From an optimization exercise on the open Yosys and OpenROAD flow, aimed at a short achievable clock period and few clock cycles; shortcuts taken in it are not production practice. Only simulation tests tie the RTL to the original design; equivalence was not proved. No activity file was given, so power comes from the tool's default toggle rates.

`flow/design.v`:
```
module bmc_core (
    input  wire        clk,
    input  wire        rst,
    input  wire        cmd_valid,
    input  wire [1:0]  cmd_op,
    input  wire [15:0] cfg_stride,
    input  wire [15:0] cfg_count,
    input  wire [32:0] cfg_paylen,
    output wire [13:0] status,
    output wire [32:0] payload_len,
    output wire [35:0] payload_bits,
    output wire [32:0] produced,
    output reg         rin_re,
    output reg  [31:0] rin_addr,
    input  wire [7:0]  rin_rdata,
    output reg         pres_re,
    output reg         pres_we,
    output reg  [15:0] pres_addr,
    output reg         pres_wdata,
    input  wire        pres_rdata,
    output reg         pay_re,
    output reg         pay_we,
    output reg  [32:0] pay_addr,
    output reg  [7:0]  pay_wdata,
    input  wire [7:0]  pay_rdata,
    output reg         rout_we,
    output reg  [31:0] rout_addr,
    output reg  [7:0]  rout_wdata
);
    localparam ST_IDLE = 2'd0, ST_BUSY = 2'd1, ST_DONE = 2'd2, ST_ERROR = 2'd3;
    reg [1:0]  state_q;
    reg        busy_q;
    reg        err_q;
    reg [1:0]  last_op_q;
    reg [32:0] paylen_q;
    reg [35:0] wn_q;
    reg [32:0] total_q;
    assign status       = {last_op_q, 2'b00, err_q, 1'b0, 3'b000, err_q, 2'b00, state_q};
    assign payload_len  = paylen_q;
    assign payload_bits = wn_q;
    assign produced     = total_q;
    wire accept = cmd_valid & (cmd_op[0] ^ cmd_op[1]) & ~busy_q;
    reg [15:0] s_q;
    reg [15:0] n_q;
    reg [32:0] pl_q;
    reg        op_enc_q;
    always @(posedge clk) begin
        if (!busy_q) begin
            s_q      <= cfg_stride;
            n_q      <= cfg_count;
            pl_q     <= cfg_paylen;
            op_enc_q <= cmd_op[0];
        end
    end
    reg start_q;                  
    wire s_nz = |s_q;
    wire n_nz = |n_q;
    wire start_enc = start_q & op_enc_q;
    wire start_dec = start_q & ~op_enc_q;
    reg        e_run;
    reg        e_fin2;
    reg [31:0] e_addr;            
    reg [15:0] e_cl;              
    reg [1:0]  e_cp;              
    reg [15:0] e_rl;              
    reg        e_more;            
    reg        rq_lic, rq_lir;    
    reg        a_v, a_lic, a_lir; 
    reg [7:0]  f_d   [0:3];
    reg        f_lic [0:3];
    reg        f_lir [0:3];
    reg [1:0]  f_wp, f_rp;
    reg [2:0]  f_cnt;
    reg [31:0] cbuf;
    reg [1:0]  cpos;
    reg        c00, cff;
    reg        rpres;
    reg [13:0] zc;                
    reg [15:0] row_idx;
    reg [15:0] arl;               
    reg        adone;
    reg        s0mode;            
    reg        sl_v;
    reg [13:0] sl_nz;             
    reg [33:0] sl_bits;           
    reg [5:0]  sl_nb;
    reg [95:0] acc;
    reg [6:0]  alen;
    reg        drn;               
    reg [6:0]  wl;                
    reg [32:0] wp;                
    wire [2:0] e_occ = f_cnt + {2'b00, a_v} + {2'b00, rin_re};
    wire       e_iss = e_run & e_more & (e_occ < 3'd4);
    wire       e_lir = (e_cl == 16'd0);
    wire       e_lic = e_lir | (e_cp == 2'd3);
    wire       room_ok  = (wl <= 7'd56);
    wire       sl_nz0   = (sl_nz == 14'd0);
    wire       sl_take  = sl_v & sl_nz0 & room_ok;
    wire       sl_zstep = sl_v & ~sl_nz0 & room_ok;
    wire [5:0] zstep    = (|sl_nz[13:5]) ? 6'd32 : {1'b0, sl_nz[4:0]};
    wire [7:0] h_b   = f_d[f_rp];
    wire       h_lic = f_lic[f_rp];
    wire       h_lir = f_lir[f_rp];
    wire       h_v   = (f_cnt != 3'd0);
    wire       stall = h_lic & sl_v & ~sl_take;
    wire       pop   = e_run & h_v & ~stall;
    wire       b00   = (h_b == 8'h00);
    wire       bff   = (h_b == 8'hFF);
    wire       n00   = c00 & b00;
    wire       nff   = cff & bff;
    wire       npres = rpres | ~bff;
    wire       full  = (cpos == 2'd3);
    reg [31:0] chunk;
    always @(*) begin
        case (cpos)
        2'd0:    chunk = {h_b, 24'd0};
        2'd1:    chunk = {cbuf[31:24], h_b, 16'd0};
        2'd2:    chunk = {cbuf[31:16], h_b, 8'd0};
        default: chunk = {cbuf[31:8], h_b};
        endcase
    end
    wire       is_fg = full & n00;
    wire       is_bg = full & nff;
    wire [33:0] u_bits = is_bg ? 34'd0 : is_fg ? {2'b10, 32'd0} : {2'b11, chunk};
    wire [5:0]  u_nb   = is_bg ? 6'd1 : is_fg ? 6'd2 : ({1'b0, cpos, 3'b000} + 6'd10);
    wire        u_emit = pop & h_lic & npres;
    wire [95:0] acc_d  = drn ? {acc[87:0], 8'd0} : acc;
    wire [95:0] ins    = {sl_bits, 62'd0} >> wl[5:0];
    wire [95:0] acc_n  = acc_d | (sl_take ? ins : 96'd0);
    wire [6:0]  alen_n = wl + (sl_take ? {1'b0, sl_nb} : sl_zstep ? {1'b0, zstep} : 7'd0);
    wire e_finish = e_run & adone & ~sl_v & ~drn;
    reg        d_run;
    reg [15:0] pr_next;
    reg        pr_more;
    reg [15:0] pr_left;
    reg        pa_v;
    reg        pf [0:3];
    reg [1:0]  pf_wp, pf_rp;
    reg [2:0]  pf_cnt;
    reg [32:0] y_next;
    reg [32:0] y_left;
    reg        y_more;
    reg        ya_v;
    reg [7:0]  yb_q;
    reg        yb_v;
    reg [63:0] bb;
    reg [6:0]  bcnt;
    reg [15:0] d_rows;
    reg        d_done;
    reg        in_row;
    reg [14:0] tl;
    reg        tlast;
    reg [14:0] d_C;
    reg [2:0]  d_lastL;
    reg        q_lit  [0:3];
    reg [31:0] q_data [0:3];
    reg [15:0] q_cnt_ [0:3];
    reg [1:0]  q_wp, q_rp;
    reg [2:0]  q_cnt;
    reg        w_v, w_lit, w_last;
    reg [31:0] w_data;
    reg [15:0] w_cnt;
    reg [32:0] oidx;
    reg [31:0] rem;
    reg        rem_ok;
    reg        over;
    reg [3:0]  eb;
    reg [31:0] m_acc;
    reg [15:0] m_n;
    reg [3:0]  m_cnt;
    reg        m_busy, m_fin;
    reg [17:0] s3;
    wire [2:0] p_occ = pf_cnt + {2'b00, pa_v} + {2'b00, pres_re};
    wire       p_iss = d_run & pr_more & (p_occ < 3'd4);
    wire [6:0] y_occ = bcnt + {2'b00, ({1'b0, pay_re} + {1'b0, ya_v} + {1'b0, yb_v}), 3'b000};
    wire       y_iss = d_run & y_more & (y_occ <= 7'd56);
    wire       y_fin = ~y_more & ~pay_re & ~ya_v & ~yb_v;
    wire       q_space = (q_cnt != 3'd4);
    wire       ph   = pf[pf_rp];
    wire       pf_v = (pf_cnt != 3'd0);
    wire       g1   = (bcnt != 7'd0);
    wire       g2   = (bcnt >= 7'd2);
    wire       g10  = (bcnt >= 7'd10);
    wire       g18  = (bcnt >= 7'd18);
    wire       g26  = (bcnt >= 7'd26);
    wire       g34  = (bcnt >= 7'd34);
    wire [2:0] tL   = tlast ? d_lastL : 3'd4;
    wire       gL   = (tL == 3'd1) ? g10 : (tL == 3'd2) ? g18 : (tL == 3'd3) ? g26 : g34;
    wire       b0   = bb[63];
    wire       b1   = bb[62];
    wire       d_act   = d_run & ~d_done & q_space;
    wire       act_abs = d_act & ~in_row & pf_v & ~ph;
    wire       act_rs  = d_act & ~in_row & pf_v & ph;
    wire       t_bg    = d_act & in_row & g1 & ~b0;
    wire       t_fg    = d_act & in_row & g2 & b0 & ~b1;
    wire       t_lit   = d_act & in_row & g2 & b0 & b1 & gL;
    wire       t_end   = d_act & in_row & y_fin &
                         (~g1 | (b0 & ~g2) | (b0 & b1 & g2 & ~gL));
    wire [2:0] t_k     = g26 ? 3'd3 : g18 ? 3'd2 : g10 ? 3'd1 : 3'd0;
    wire       t_tok   = t_bg | t_fg | t_lit;
    wire       row_end = act_abs | (t_tok & tlast) | t_end;
    wire       enq     = act_abs | t_tok | (t_end & b0 & b1 & g2 & (t_k != 3'd0));
    wire       e_lit   = t_lit | t_end;
    wire [31:0] e_data = act_abs ? 32'hFFFF_FFFF : t_bg ? 32'hFFFF_FFFF : t_fg ? 32'd0 : bb[61:30];
    wire [15:0] e_cnt  = act_abs ? s_q : (t_bg | t_fg) ? 16'd4 : t_lit ? {13'd0, tL} : {13'd0, t_k};
    wire [63:0] bb_ins = yb_v ? ({yb_q, 56'd0} >> bcnt[5:0]) : 64'd0;
    wire [63:0] bbi    = bb | bb_ins;
    reg  [63:0] bb_n;
    reg  [6:0]  bc_dec;
    always @(*) begin
        bb_n   = bbi;
        bc_dec = 7'd0;
        if (t_end) begin
            bb_n = 64'd0;
        end else if (t_bg) begin
            bb_n = {bbi[62:0], 1'b0};   bc_dec = 7'd1;
        end else if (t_fg) begin
            bb_n = {bbi[61:0], 2'b0};   bc_dec = 7'd2;
        end else if (t_lit) begin
            case (tL)
            3'd1:    begin bb_n = {bbi[53:0], 10'd0}; bc_dec = 7'd10; end
            3'd2:    begin bb_n = {bbi[45:0], 18'd0}; bc_dec = 7'd18; end
            3'd3:    begin bb_n = {bbi[37:0], 26'd0}; bc_dec = 7'd26; end
            default: begin bb_n = {bbi[29:0], 34'd0}; bc_dec = 7'd34; end
            endcase
        end
    end
    wire [6:0] bcnt_n = t_end ? 7'd0 : (bcnt + {yb_v, 3'b000} - bc_dec);
    wire       w_ok    = rem_ok | (~m_fin & (eb != 4'd0));
    wire       prod    = w_v & w_ok;
    wire       w_need  = ~w_v | (prod & w_last);
    wire       q_nemp  = (q_cnt != 3'd0);
    wire       w_load  = w_need & q_nemp;
    wire       rem_nz  = (rem != 32'd0);
    wire       in_rng  = rem_ok ? rem_nz : 1'b1;
    wire d_finish = d_run & d_done & ~q_nemp & ~w_v & rem_ok;
    always @(posedge clk) begin
        if (a_v) begin
            f_d[f_wp]   <= rin_rdata;
            f_lic[f_wp] <= a_lic;
            f_lir[f_wp] <= a_lir;
        end
        if (pa_v) pf[pf_wp] <= pres_rdata;
        yb_q <= pay_rdata;
        if (enq) begin
            q_lit[q_wp]  <= e_lit;
            q_data[q_wp] <= e_data;
            q_cnt_[q_wp] <= e_cnt;
        end
        if (rst) begin
            state_q   <= ST_IDLE;
            busy_q    <= 1'b0;
            err_q     <= 1'b0;
            last_op_q <= 2'd0;
            paylen_q  <= 33'd0;
            wn_q      <= 36'd0;
            total_q   <= 33'd0;
            start_q   <= 1'b0;
            e_run     <= 1'b0;
            e_fin2    <= 1'b0;
            d_run     <= 1'b0;
            rin_re    <= 1'b0;
            pres_re   <= 1'b0;
            pres_we   <= 1'b0;
            pay_re    <= 1'b0;
            pay_we    <= 1'b0;
            rout_we   <= 1'b0;
            a_v       <= 1'b0;
            pa_v      <= 1'b0;
            ya_v      <= 1'b0;
            yb_v      <= 1'b0;
        end else begin
            start_q <= accept;
            if (accept) begin
                state_q   <= ST_BUSY;
                busy_q    <= 1'b1;
                err_q     <= 1'b0;
                last_op_q <= cmd_op;
            end
            rin_re  <= 1'b0;
            pres_re <= 1'b0;
            pres_we <= 1'b0;
            pay_re  <= 1'b0;
            pay_we  <= 1'b0;
            rout_we <= 1'b0;
            a_v     <= rin_re;
            a_lic   <= rq_lic;
            a_lir   <= rq_lir;
            pa_v    <= pres_re;
            ya_v    <= pay_re;
            yb_v    <= ya_v;
            if (start_enc) begin
                e_run   <= 1'b1;
                e_addr  <= 32'd0;
                e_cl    <= s_q - 16'd1;
                e_cp    <= 2'd0;
                e_rl    <= n_q;
                e_more  <= s_nz & n_nz;
                f_wp    <= 2'd0;
                f_rp    <= 2'd0;
                f_cnt   <= 3'd0;
                cbuf    <= 32'd0;
                cpos    <= 2'd0;
                c00     <= 1'b1;
                cff     <= 1'b1;
                rpres   <= 1'b0;
                zc      <= 14'd0;
                row_idx <= 16'd0;
                arl     <= n_q;
                adone   <= ~n_nz;
                s0mode  <= ~s_nz;
                sl_v    <= 1'b0;
                acc     <= 96'd0;
                alen    <= 7'd0;
                drn     <= 1'b0;
                wl      <= 7'd0;
                wp      <= 33'd0;
            end
            if (e_run) begin
                if (e_iss) begin
                    rin_re   <= 1'b1;
                    rin_addr <= e_addr;
                    e_addr   <= e_addr + 32'd1;
                    rq_lic   <= e_lic;
                    rq_lir   <= e_lir;
                    if (e_lir) begin
                        e_cl   <= s_q - 16'd1;
                        e_cp   <= 2'd0;
                        e_rl   <= e_rl - 16'd1;
                        e_more <= (e_rl != 16'd1);
                    end else begin
                        e_cl <= e_cl - 16'd1;
                        e_cp <= e_cp + 2'd1;
                    end
                end
                if (a_v) f_wp <= f_wp + 2'd1;
                if (pop) f_rp <= f_rp + 2'd1;
                f_cnt <= f_cnt + {2'b00, a_v} - {2'b00, pop};
                if (pop) begin
                    if (h_lic) begin
                        cbuf <= 32'd0;
                        cpos <= 2'd0;
                        c00  <= 1'b1;
                        cff  <= 1'b1;
                        if (npres)     zc <= 14'd0;
                        else if (full) zc <= zc + 14'd1;
                    end else begin
                        cbuf <= chunk;
                        cpos <= cpos + 2'd1;
                        c00  <= n00;
                        cff  <= nff;
                    end
                    if (h_lir) begin
                        pres_we    <= 1'b1;
                        pres_addr  <= row_idx;
                        pres_wdata <= npres;
                        row_idx    <= row_idx + 16'd1;
                        rpres      <= 1'b0;
                        zc         <= 14'd0;
                        arl        <= arl - 16'd1;
                        adone      <= (arl == 16'd1);
                    end else begin
                        rpres <= npres;
                    end
                end
                if (s0mode && !adone) begin
                    pres_we    <= 1'b1;
                    pres_addr  <= row_idx;
                    pres_wdata <= 1'b0;
                    row_idx    <= row_idx + 16'd1;
                    arl        <= arl - 16'd1;
                    adone      <= (arl == 16'd1);
                end
                if (u_emit) begin
                    sl_v    <= 1'b1;
                    sl_nz   <= zc;
                    sl_bits <= u_bits;
                    sl_nb   <= u_nb;
                end else if (sl_take) begin
                    sl_v <= 1'b0;
                end else if (sl_zstep) begin
                    sl_nz <= sl_nz - {8'd0, zstep};
                end
                if (drn) begin
                    pay_we    <= 1'b1;
                    pay_addr  <= wp;
                    pay_wdata <= acc[95:88];
                    wp        <= wp + 33'd1;
                end
                acc  <= acc_n;
                alen <= alen_n;
                drn  <= (alen_n >= 7'd8);
                wl   <= (alen_n >= 7'd8) ? (alen_n - 7'd8) : alen_n;
                if (e_finish) begin
                    if (alen != 7'd0) begin
                        pay_we    <= 1'b1;
                        pay_addr  <= wp;
                        pay_wdata <= acc[95:88];
                        wp        <= wp + 33'd1;
                    end
                    acc    <= 96'd0;
                    alen   <= 7'd0;
                    wl     <= 7'd0;
                    wn_q   <= {wp, alen[2:0]};
                    e_run  <= 1'b0;
                    e_fin2 <= 1'b1;
                end
            end
            if (e_fin2) begin
                e_fin2   <= 1'b0;
                paylen_q <= wp;
                state_q  <= ST_DONE;
                busy_q   <= 1'b0;
            end
            if (start_dec) begin
                d_run    <= 1'b1;
                paylen_q <= pl_q;
                pr_next  <= 16'd0;
                pr_left  <= n_q;
                pr_more  <= s_nz & n_nz;
                pf_wp    <= 2'd0;
                pf_rp    <= 2'd0;
                pf_cnt   <= 3'd0;
                y_next   <= 33'd0;
                y_left   <= pl_q;
                y_more   <= s_nz & n_nz & (|pl_q);
                bb       <= 64'd0;
                bcnt     <= 7'd0;
                d_rows   <= n_q;
                d_done   <= ~(s_nz & n_nz);
                in_row   <= 1'b0;
                d_C      <= s_q[15:2] + {14'd0, |s_q[1:0]};
                d_lastL  <= (s_q[1:0] == 2'd0) ? 3'd4 : {1'b0, s_q[1:0]};
                q_wp     <= 2'd0;
                q_rp     <= 2'd0;
                q_cnt    <= 3'd0;
                w_v      <= 1'b0;
                oidx     <= 33'd0;
                rem_ok   <= 1'b0;
                over     <= 1'b0;
                eb       <= ((|s_q[15:3]) & n_nz) ? 4'd8 : 4'd0;
                m_acc    <= 32'd0;
                m_n      <= n_q;
                m_cnt    <= 4'd8;
                m_busy   <= 1'b1;
                m_fin    <= 1'b0;
                s3       <= {2'b00, s_q} + {1'b0, s_q, 1'b0};
            end
            if (d_run) begin
                if (m_busy) begin
                    m_acc <= ({2'b00, m_acc} +
                              {((m_n[1:0] == 2'd0) ? 18'd0 :
                                (m_n[1:0] == 2'd1) ? {2'b00, s_q} :
                                (m_n[1:0] == 2'd2) ? {1'b0, s_q, 1'b0} : s3), 16'd0}) >> 2;
                    m_n   <= m_n >> 2;
                    m_cnt <= m_cnt - 4'd1;
                    if (m_cnt == 4'd1) begin
                        m_busy <= 1'b0;
                        m_fin  <= 1'b1;
                    end
                end
                if (m_fin) begin
                    m_fin  <= 1'b0;
                    rem    <= m_acc - oidx[31:0];
                    rem_ok <= 1'b1;
                end
                if (p_iss) begin
                    pres_re   <= 1'b1;
                    pres_addr <= pr_next;
                    pr_next   <= pr_next + 16'd1;
                    pr_left   <= pr_left - 16'd1;
                    pr_more   <= (pr_left != 16'd1);
                end
                if (pa_v) pf_wp <= pf_wp + 2'd1;
                if (act_abs | act_rs) pf_rp <= pf_rp + 2'd1;
                pf_cnt <= pf_cnt + {2'b00, pa_v} - {2'b00, act_abs | act_rs};
                if (y_iss) begin
                    pay_re   <= 1'b1;
                    pay_addr <= y_next;
                    y_next   <= y_next + 33'd1;
                    y_left   <= y_left - 33'd1;
                    y_more   <= (y_left != 33'd1);
                end
                bb   <= bb_n;
                bcnt <= bcnt_n;
                if (act_rs) begin
                    in_row <= 1'b1;
                    tl     <= d_C;
                    tlast  <= (d_C == 15'd1);
                end
                if (t_tok & ~tlast) begin
                    tl    <= tl - 15'd1;
                    tlast <= (tl == 15'd2);
                end
                if (row_end) begin
                    in_row <= 1'b0;
                    d_rows <= d_rows - 16'd1;
                    d_done <= (d_rows == 16'd1);
                end
                if (enq) q_wp <= q_wp + 2'd1;
                if (w_load) q_rp <= q_rp + 2'd1;
                q_cnt <= q_cnt + {2'b00, enq} - {2'b00, w_load};
                if (prod) begin
                    rout_we    <= in_rng;
                    rout_addr  <= oidx[31:0];
                    rout_wdata <= w_data[31:24];
                    oidx       <= oidx + 33'd1;
                    if (rem_ok) begin
                        if (rem_nz) rem <= rem - 32'd1;
                        else        over <= 1'b1;
                    end else begin
                        eb <= eb - 4'd1;
                    end
                    if (w_lit) w_data <= {w_data[23:0], 8'd0};
                    if (!w_last) begin
                        w_cnt  <= w_cnt - 16'd1;
                        w_last <= (w_cnt == 16'd2);
                    end
                end
                if (w_load) begin
                    w_v    <= 1'b1;
                    w_lit  <= q_lit[q_rp];
                    w_data <= q_data[q_rp];
                    w_cnt  <= q_cnt_[q_rp];
                    w_last <= (q_cnt_[q_rp] == 16'd1);
                end else if (w_need) begin
                    w_v <= 1'b0;
                end
                if (d_finish) begin
                    d_run   <= 1'b0;
                    total_q <= oidx;
                    busy_q  <= 1'b0;
                    if (rem == 32'd0 && !over) begin
                        state_q <= ST_DONE;
                    end else begin
                        state_q <= ST_ERROR;
                        err_q   <= 1'b1;
                    end
                    pres_re <= 1'b0;
                    pay_re  <= 1'b0;
                end
            end
        end
    end
endmodule
```
`flow/run.sh`:
```
#!/bin/bash
# synth_recipe.tcl (not shown) runs the flow's synth.tcl, then flattens the netlist and writes it again
# the make line also repeats each setting of config.mk as NAME=value (left out here)
make -C /OpenROAD-flow-scripts/flow DESIGN_CONFIG=/design/flow/config.mk WORK_HOME=/design/flow/orfs CLKGATE_MAP_FILE= SYNTH_SCRIPT=/design/flow/synth_recipe.tcl finish
```
`flow/config.mk`:
```
export PLATFORM = sky130hd
export DESIGN_NAME = bmc_core
export DESIGN_NICKNAME = bmc_core
export VERILOG_FILES = /design/flow/design.v
export SDC_FILE = /design/flow/constraint.sdc
export NUM_CORES = 4
export LEC_CHECK = 0
export CAP_MARGIN = 20
export CORE_MARGIN = 2
export CORE_UTILIZATION = 40
export PLACE_DENSITY = 0.6
export SLEW_MARGIN = 20
```
`flow/constraint.sdc`:
```
create_clock -name core_clock -period 10.0 [get_ports {clk}]
set_input_delay 2.0000 -clock core_clock [delete_from_list [all_inputs] [get_ports {clk}]]
set_output_delay 2.0000 -clock core_clock [all_outputs]
set_load 0.01 [all_outputs]
```
==> results.toml, run 1 <==
[outcome]
status = "finished clean"

[placed_design]
place_area_sq_mm = 0.0768
dp_hpwl_mm = 146
place_congestion = 0.955
portBuffers = 330

[setup_path]
critPathBufInv = 4
cp-end-kind = "flop"
path_cells = "nor4_4, and2_1, or4b_2, buf_4, nand2_1, inv_1, ha_1, ha_1, inv_1, fa_1, inv_1, a21o_1, a21oi_1, xor2_1, nor2_1"
cp_data_arrival_time_ns = 5.64
critPathMostFrequentCell = "inv_1"
cp_slowest_cell = "edfxtp_1"
required_ns = 10.53
cpLargestDelayFamily = "simple AND/OR/NAND/NOR gates"
startpoint = "bcnt[2]"
crit_type = "reg -> reg"
crit_path_max_incr_delay_ns = 0.75
startpoint_type = "flop"
cp_max_fo = 77
worstReg2RegStart = "bcnt[2]"

[routing]
firstDrtPassIters = 7
first_iter_violations = 6004
dr_total_vias = 54800
wirelength_mm = 215
route.detailed.drc = 0
wire_per_inst_um = 23.1
via_per_inst = 5.88
drt.antenna.violating_nets = 0

[yosys]
ys.flop_type = "edfxtp_1"
ys_types = 105
syn_avg_cell_area_sq_um = 10.7
synth_seq_area_share = 0.552
synth_enable_flop_cells = 1216
synth-async-reset-ratio = 0
syn-cell-area_sq_mm = 0.0711
netlist_instances = 6631
muxShareOfSynthArea = 0.0668
synth_compound_area_frac = 0.152
ys_seq_elements = 1352
synth_xor_xnor_area_share = 0.0180
synth_fa_ha_area_frac = 0.0302
yosysWarnings = 1
synth_top_family_by_area = "compound AO/OA/AOI/OAI gates"
synthSimpleGateAreaFrac = 0.150

[pwr]
internal_power_mw = 10.2
clockPowerShare = 0.415
switching_share = 0.258
p_switching_mw = 3.54
p_leak_nw = 28.7
comb_power_share = 0.094
irDropWorstVdd_mv = 0.188
p_per_area_mw_per_mm2 = 168
power.total_mw = 13.7
pwr-share-seq = 0.490

[cells_and_area]
final_nets = 7101
area_delta_synth_final_pct = 15.1
seq_area_sq_mm = 0.0392
multiInputGateArea_sq_mm = 0.0299
nFillCells = 16200
final_area_sq_mm = 0.0819
drive_gt1_frac = 0.0850

[floorplan]
core_area_sq_mm = 0.176
die_area_sq_mm = 0.181
start_util = 0.403
fp.dieH_um = 426
die_w_um = 426
num_rows = 154
top_level_ports = 339

[worst_hold_path]
holdCritStartpoint = "w_data[31]"
hold_path_class = "reg -> reg"

[timing]
worst_pin_slew_ns = 1.29
maxSlewHeadroom = 0.138
hold-worst-slack_ns = 0.419
period_minus_slack_ns = 5.11
fmax_mhz = 196
tns_ns = 0
period_share = 0.511
setup_viol = 0
finalHoldViolations = 0
fin_skew_ns = 0.0373
slew_viol_final = 0
rsz0062_at_grt = "false"

[clock_tree]
clk_pin_slew_ns = 0.06
clk_latency_ns = 0.82
clockRootBuffer = "clkbuf_16"
htreeDepth = 4
clock-sinks = 1352
holdBufCountCts = 0
cts_buffers = 154
cts_setup_buffers = 0
cts_resized = 0
cts_tree = "done"
cts_buffer_depth = 3

[global_route]
grt_pass1_wl_mm = 326
grt_overflow = 0
antenna_found_initial = 12
grt_pass1_vias = 52500
grt_usage = 0.232
grt_start_max_net_pins = 115

[flow_run]
drv_cap = 0
power by group through the flow:
stage / sequential [mW] / clock (mW) / combinational [mW]
finish: 6.72 / 5.70 / 1.29
global placement: 6.83 / 0 / 1.26
detailed placement: 6.83 / 0 / 1.28
floorplan: 6.71 / 0 / 0.907
global route: 6.75 / 6.02 / 1.43
CTS: 6.72 / 5.80 / 1.29
cells by family (layout without fill, tap and decap cells):
| group | after synthesis | in the layout |
|---|---|---|
| and+or+nand+nor | 2320 | 2320 |
| AOI/OAI and AO/OA | 1733 | 1733 |
| DFF | 1352 | 1352 |
| buffers and inverters | 549 | 888 |
| muxes | 363 | 363 |
| adders and majority gates | 166 | 166 |
| xor gates and xnor gates | 146 | 146 |
| other | 2 | 13 |
layer usage:
metal | global-route usage | vias to the layer above | wire [um]
met5 | 0 | - | 52
met4 | 0.0872 | 8 | 7940
met3 | 0.0388 | 438 | 14300
met2 | 0.365 | 2040 | 98400
met1 | 0.322 | 26900 | 94500
li1 | - | 25400 | -
state kept, by name (all words and copies together), names as in the netlist, 33 cells and up, named ones only:
name,cells
paylen_q,33
oidx,33
q_cnt_,64
pay_addr,33
y_next,33
acc,96
sl_bits,34
total_q,33
q_data,128
wn_q,36
pl_q,33
bb,64
wp,33
y_left,33
worst paths after layout:
path	slack [ns]	cells past startpoint	to
worst min register to register	0.42	0	rout_wdata[7]
worst max-delay path	4.89	15	bcnt[5]
worst max register to register	4.89	15	bcnt[5]
worst min-delay path	0.42	0	rout_wdata[7]
cell usage after synthesis (all sizes together) (73+ instances only):
cell type | number | area, sq um
and3 | 97 | 613
buf | 107 | 523
edfxtp | 1216 | 36500
a21oi | 497 | 2490
ha | 157 | 1960
a21o | 78 | 586
nand2 | 877 | 3300
xnor2 | 97 | 850
o21ai | 480 | 2410
and2 | 89 | 557
nor3 | 153 | 787
mux2 | 81 | 912
mux2i | 201 | 2010
inv | 172 | 646
nand3 | 225 | 1150
clkbuf | 267 | 1000
mux4 | 81 | 1820
dfxtp | 136 | 2720
a31oi | 96 | 601
nor2 | 567 | 2140
a211oi | 73 | 548
a22o | 76 | 666
cell type report:
class                   count  area share
flip-flops and latches   1352       0.479
multi-input cells        4737       0.365
clock buffers             195      0.0505
repair buffers            428      0.0495
well taps                2340      0.0358
clock inverters            90      0.0112
inverters                 175     0.00824
diodes                      4    0.000122
through the flow:
stage	setup slack (ns)	util	instances
2_1_floorplan	1.10	-	6638
3_3_place_gp	4.59	0.435	9029
3_5_place_dp	4.56	0.435	9030
4_1_cts	4.97	0.464	9315
5_1_grt	4.66	0.464	9320
6_report	4.89	0.464	9321
layout by cell type, fill, tap and decap left out, types with 157 or more instances in the layout:
master,instances
nor2_1,553
clkdlybuf4s50_1,329
inv_1,165
mux2i_1,201
edfxtp_1,1216
a21oi_1,495
nand3_1,220
o21ai_0,466
ha_1,157
nand2_1,874
Testbench counts, summed over its fixed seeds: cycles 121,376.
==> inputs of run 2 (changes only) <==
--- a/flow/config.mk
+++ b/flow/config.mk
@@ -6,7 +6,9 @@
 export NUM_CORES = 4
 export LEC_CHECK = 0
+export ABC_CLOCK_PERIOD_IN_PS = 2500
 export CAP_MARGIN = 20
 export CORE_MARGIN = 2
 export CORE_UTILIZATION = 40
 export PLACE_DENSITY = 0.6
+export SETUP_SLACK_MARGIN = 5
 export SLEW_MARGIN = 20
==> results.toml, run 2 <==
[outcome]
status = "finished clean"

[timing]
period_share = 0.471
fmax_mhz = 212
tns_ns = 0
finalHoldViolations = 0
slew_viol_final = 0
rsz0062_at_grt = "true"
setup_viol = 0
maxSlewHeadroom = 0.238
fin_skew_ns = 0.0551
period_minus_slack_ns = 4.71
hold-worst-slack_ns = 0.415
worst_pin_slew_ns = 1.13

[placed_design]
place_congestion = 0.959
portBuffers = 330
place_area_sq_mm = 0.0768
dp_hpwl_mm = 144

[yosys]
synthTopCellsByArea = "edfxtp_1 (51%), nand2_1 (4.6%), dfxtp_1 (3.8%)"
synth_enable_flop_cells = 1216
synth_compound_area_frac = 0.152
synth.most_common_cell = "edfxtp_1"
ys_types = 105
syn_avg_cell_area_sq_um = 10.7
synth_seq_area_share = 0.552
netlist_instances = 6631
synth_common_cells = "edfxtp_1 (1,216), nand2_1 (876), nor2_1 (563), a21oi_1 (497), o21ai_0 (468)"
muxShareOfSynthArea = 0.0668
synth_top_cell_by_area = "edfxtp_1"
synth_fa_ha_area_frac = 0.0302
syn-cell-area_sq_mm = 0.0711
ys_seq_elements = 1352
synth_top_cell_area_share = 0.514
ys.flop_type = "edfxtp_1"
synth_top_family_by_area = "compound AO/OA/AOI/OAI gates"
synth_xor_xnor_area_share = 0.0180
yosysWarnings = 1
synth-async-reset-ratio = 0
synthSimpleGateAreaFrac = 0.150

[cells_and_area]
final_core_util = 0.466
drive_gt1_frac = 0.0856
layout_commonest_cell = "edfxtp_1"
top_register = "q_data"
area_delta_synth_final_pct = 15.6
layout_common_cells = "edfxtp_1 (1,216), nand2_1 (872), nor2_1 (554)"
largest_register_ffs = 128
reg_top3 = "q_data x128, acc x96"
final_nets = 7109
final_area_sq_mm = 0.0822

[setup_path]
startpoint_type = "flop"
cp_max_fo = 77
cp-end-kind = "flop"
cp_data_arrival_time_ns = 5.21
r2r_slack_ns = 5.29
required_ns = 10.51
crit_type = "reg -> reg"

[routing]
via_per_inst = 5.85
wire_per_inst_um = 22.9
drt.antenna.violating_nets = 0
route.detailed.drc = 0
first_iter_violations = 5671
firstDrtPassIters = 6
dr_total_vias = 54600
wirelength_mm = 213

[global_route]
antenna_found_initial = 19
grt_pass1_wl_mm = 323
grt_overflow = 0
grt_start_max_net_pins = 164
grt_usage = 0.229
grt_pass1_vias = 52100

[flow_run]
drv_cap = 0

[pwr]
p_leak_nw = 28.8
p_per_area_mw_per_mm2 = 169
irDropWorstVdd_mv = 0.145

[floorplan]
die_w_um = 426
start_util = 0.403
num_rows = 154
die_area_sq_mm = 0.181
core_area_sq_mm = 0.176
fp.dieH_um = 426
top_level_ports = 339

[clock_tree]
cts_buffers = 155
holdBufCountCts = 0
htreeDepth = 4
clk_latency_ns = 0.82
cts_tree = "done"
clockRootBuffer = "clkbuf_16"
clock-sinks = 1352
cts_buffer_depth = 3
clk_pin_slew_ns = 0.06

[worst_hold_path]
hold_path_class = "reg -> reg"
-- run 2: cell counts after synthesis --
Identical to the previous run, type by type.
-- run 2: metal layers --
| layer | routed length [um] | GRT usage |
|---|---|---|
| met1 | 91700 | 0.312 |
| met2 | 98800 | 0.362 |
| met5 | 34 | 0 |
| met4 | 8630 | 0.0964 |
| met3 | 14100 | 0.0388 |
-- run 2: what timing repair did --
item	in CTS	in global routing
buffers inserted	0	6
endpoints found under the hold margin	0	0
gates resized for setup	0	4
endpoints found under the setup margin	0	18
-- run 2: kinds of logic after synthesis --
logic type	count (synthesis)
buffers and inverters	549
DFF	1352
and+or+nand+nor	2320
AOI/OAI and AO/OA	1733
muxes	363
adders and majority gates	166
other	2
xor gates and xnor gates	146
-- run 2: final cells by class --
| type | count | area (sq um) |
|---|---|---|
| clock inverter | 74 | 947 |
| antenna | 14 | 35.0 |
| sequential | 1352 | 39200 |
| tap | 2340 | 2930 |
| timing repair buffer | 434 | 4130 |
| timing repair inverter | 1 | 5.00 |
| fill | 16200 | 94100 |
| clock buffer | 209 | 4290 |
| inverter | 175 | 696 |
| multi-input combinational | 4737 | 29900 |
-- run 2: stage by stage --
stage	power (mW)	worst slack, ns	cells
6_report	13.9	5.29	9336
5_1_grt	14.4	4.98	9336
4_1_cts	14.0	5.05	9313
3_5_place_dp	8.11	4.39	9030
3_3_place_gp	8.09	4.47	9030
2_1_floorplan	7.61	4.96	6638
-- run 2: final timing paths --
path / to / start / depth (start not counted)
max: bcnt[5] / bcnt[1] / 15
min reg2reg: rout_wdata[2] / w_data[26] / 0
min: rout_wdata[2] / w_data[26] / 0
max reg2reg: bcnt[5] / bcnt[1] / 15
-- run 2: report_power, final --
group | leakage, nW | internal [mW] | total, mW | switching, mW
clock | 2.53 | 3.41 | 5.85 | 2.44
combinational | 13.8 | 0.529 | 1.29 | 0.758
sequential | 12.5 | 6.44 | 6.72 | 0.286
-- run 2: worst max-delay path, stage by stage, from the launching register on --
cell and delay, ns:
edfxtp_1 0.77, nor4_4 0.10, and2_1 0.24, or4b_2 0.64, buf_6 0.30, nand2_1 0.42
clkinvlp_4 0.43, ha_1 0.41, ha_1 0.16, inv_1 0.06, fa_1 0.42, inv_1 0.07
a21o_1 0.11, a21oi_1 0.07, xor2_1 0.13, nor2_1 0.06
==> inputs of run 3 (changes only) <==
==> flow/flow/run.sh (new file) <==
#!/bin/bash
# Standard ORFS layout, with timing repair aimed well below the clock period
# (repair margin on top of the design's SDC, which is left unchanged).
set -uo pipefail
bash standard.sh SETUP_SLACK_MARGIN=7 finish > standard_flow.log 2>&1
==> flow/standard.sh (new file) <==
#!/bin/bash
# synth_recipe.tcl (not shown) runs the flow's synth.tcl, then flattens the netlist and writes it again
# the make line also repeats each setting of config.mk as NAME=value (left out here)
make -C /OpenROAD-flow-scripts/flow DESIGN_CONFIG=/design/flow/config.mk WORK_HOME=/design/flow/orfs CLKGATE_MAP_FILE= SYNTH_SCRIPT=/design/flow/synth_recipe.tcl "${@:-finish}"
--- a/flow/config.mk
+++ b/flow/config.mk
@@ -11,4 +11,3 @@
 export CORE_UTILIZATION = 40
 export PLACE_DENSITY = 0.6
-export SETUP_SLACK_MARGIN = 5
 export SLEW_MARGIN = 20
removed: flow/run.sh
==> results.toml, run 3 <==
[outcome]
status = "finished clean"

[yosys]
netlist_instances = 6631
synth_top_cell_area_share = 0.514
synth.most_common_cell = "edfxtp_1"
syn_avg_cell_area_sq_um = 10.7
synth_seq_area_share = 0.552
synth_enable_flop_cells = 1216
synthTopCellsByArea = "edfxtp_1 (51%), nand2_1 (4.6%), dfxtp_1 (3.8%)"
syn-cell-area_sq_mm = 0.0711
synth_top_cell_by_area = "edfxtp_1"
synth-async-reset-ratio = 0
ys_types = 105
ys_seq_elements = 1352
ys.flop_type = "edfxtp_1"
synth_common_cells = "edfxtp_1 (1,216), nand2_1 (876), nor2_1 (563), a21oi_1 (497), o21ai_0 (468)"
yosysWarnings = 1

[timing]
worst_pin_slew_ns = 1.01
maxSlewHeadroom = 0.323
setup_viol = 0
fmax_mhz = 273
worst_slack_ns = 6.34
period_share = 0.366
rsz0062_at_grt = "true"
finalHoldViolations = 0
tns_ns = 0
slew_viol_final = 0
fin_skew_ns = 0.0311
period_minus_slack_ns = 3.66

[clock_tree]
cts_buffer_depth = 3
holdBufCountCts = 0
clockRootBuffer = "clkbuf_16"
htreeDepth = 4
clk_pin_slew_ns = 0.06
cts_buffers = 153
clk_latency_ns = 0.81
clock-sinks = 1352
cts_tree = "done"

[routing]
firstDrtPassIters = 7
wire_per_inst_um = 24.8
route.detailed.drc = 0
first_iter_violations = 6458
drt.antenna.violating_nets = 0
dr_total_vias = 58500
wirelength_mm = 243
via_per_inst = 5.98

[worst_hold_path]
min_path_cells = 0
holdCritStartpoint = "w_data[28]"
min_to = "rout_wdata[4]"
hold_path_class = "reg -> reg"

[floorplan]
top_level_ports = 339
die_w_um = 426
die_area_sq_mm = 0.181
core_area_sq_mm = 0.176
fp.dieH_um = 426
start_util = 0.403
num_rows = 154

[cells_and_area]
multiInputGateArea_sq_mm = 0.0330
area_delta_synth_final_pct = 27.5
layout_common_cells = "edfxtp_1 (1,216), nand2_1 (827), nor2_1 (485)"
reg_top3 = "q_data x128, acc x96"
nFillCells = 15300
layout_commonest_cell = "edfxtp_1"
top_register = "q_data"
largest_register_ffs = 128
seq_area_sq_mm = 0.0394
drive_gt1_frac = 0.255
final_nets = 7575

[global_route]
grt_overflow = 0
grt_usage = 0.252
grt_pass1_vias = 55600
grt_pass1_wl_mm = 351
antenna_found_initial = 9
grt_start_max_net_pins = 86

[setup_path]
worstReg2RegStart = "tlast"
crit_type = "reg -> reg"
r2r_cells = 18
startpoint_type = "flop"
cp_max_fo = 7
r2r_slack_ns = 6.34
cp_data_arrival_time_ns = 4.27
r2r_end = "bb[37]"
cp-end-kind = "flop"
required_ns = 10.61

[flow_run]
drv_cap = 0

[placed_design]
post-place-ws_ns = 4.22
dp_hpwl_mm = 145
portBuffers = 330
place_congestion = 0.952

[pwr]
p_leak_nw = 33.1
p_per_area_mw_per_mm2 = 156
irDropWorstVdd_mv = 0.150
-- run 3: kinds of logic after synthesis --
kind of cell	Yosys count	synth area share
DFF	1352	0.552
buffers and inverters	549	0.0307
other	2	0.000106
and+or+nand+nor	2320	0.150
muxes	363	0.0668
adders and majority gates	166	0.0302
xor gates and xnor gates	146	0.0180
AOI/OAI and AO/OA	1733	0.152
-- run 3: what timing repair did --
action / in CTS / in global routing
setup endpoints to repair: 1969 / 1168
gates resized for setup: 1900 / 360
pin swaps: 160 / 136
buffers inserted: 251 / 139
endpoints found under the hold margin: 0 / 0
gates cloned: 46 / 40
-- run 3: worst max path at each step --
stage | from | to | slack [ns] | depth (start not counted)
2_1_floorplan | rst | w_data[0] | 5.00 | 7
3_3_place_gp | rst | w_data[29] | 4.27 | 8
3_5_place_dp | rst | w_data[27] | 4.22 | 8
4_1_cts | pay_addr[0] | pay_addr[0] | 6.45 | 1
5_1_grt | tlast | bcnt[6] | 6.25 | 17
6_report | tlast | bb[37] | 6.34 | 18
-- run 3: through the flow --
step	cell area, sq um	total power, mW	hold WS (ns)	utilization	instances
after global placement	76800	8.10	0.405	0.436	9031
final	90700	14.1	0.418	0.514	9798
after floorplan	71300	7.61	0.400	-	6638
after CTS	87300	14.1	0.420	0.495	9610
after detailed placement	76800	8.12	0.407	0.436	9031
after global routing	90700	14.6	0.428	0.514	9795
-- run 3: power by group --
group | leakage, nW | switching, mW | total (mW) | internal [mW]
clock network | 2.47 | 2.40 | 5.77 | 3.37
registers | 12.6 | 0.291 | 6.73 | 6.44
logic | 18.0 | 0.902 | 1.60 | 0.702
-- run 3: layout make-up --
cell class	instances	share of cell area
Antenna cell	9	0.000248
Clock buffer	222	0.0486
Clock inverter	60	0.00730
Inverter	175	0.00792
Multi-Input combinational cell	4749	0.364
Sequential cell	1352	0.435
Tap cell	2340	0.0323
Timing Repair Buffer	887	0.105
Timing Repair inverter	4	0.000566
-- run 3: worst max-delay path, cell delays in order (launching register included) --
cell and delay [ns]:
edfxtp_1 0.34, buf_4 0.21, nand4b_1 0.31, o31ai_2 0.42, a211o_1 0.23, nand4_1 0.12, buf_4 0.19, buf_6 0.13
nand2_8 0.08, clkinvlp_4 0.14, buf_4 0.17, buf_6 0.10, buf_4 0.12, buf_4 0.12, buf_4 0.13, buf_8 0.14
a22oi_2 0.19, nand2_1 0.11, o32ai_2 0.24
-- run 3: metal layers --
layer | up-vias | GRT usage | wire length, um
met3 | 667 | 0.0440 | 19000
met2 | 2602 | 0.402 | 113000
met4 | 2 | 0.123 | 12500
met5 | - | 0 | 16
li1 | 26400 | - | -
met1 | 28800 | 0.332 | 98400

==> afterwards: timing with drivers on the ports <==
The flow's constraints put no driver on any port. The routed layouts listed below were extracted and timed again, unchanged, in two steps. Step 1 assumes that a clkbuf_16 drives the clock port and a buf_2 every other input. Step 2, shift: input delay + t, output delay - t, t = (earliest + latest rising clock arrival at the registers) / 2. This alone moves slack from input paths to output paths. Slacks: no drivers / after step 1 / after step 2; pairs: no drivers / after step 1.
run | shift t [ns] | slack for setup (ns) | worst hold slack (ns) | worst setup path after step 2
run 1 | 0.884 | 4.885 / 4.885 / 4.522 | 0.419 / 0.419 / 0.419 | input to register
run 2 | 0.884 | 5.292 / 5.292 / 4.536 | 0.415 / 0.415 / 0.415 | input to register
run 3 | 0.885 | 6.335 / 6.335 / 5.963 | 0.418 / 0.418 / 0.418 | input to register
After both steps setup and hold are still met in every run listed. The setup slack of run 2, which loses most, moves by 0.000 ns with the drivers and by -0.756 ns with both steps.
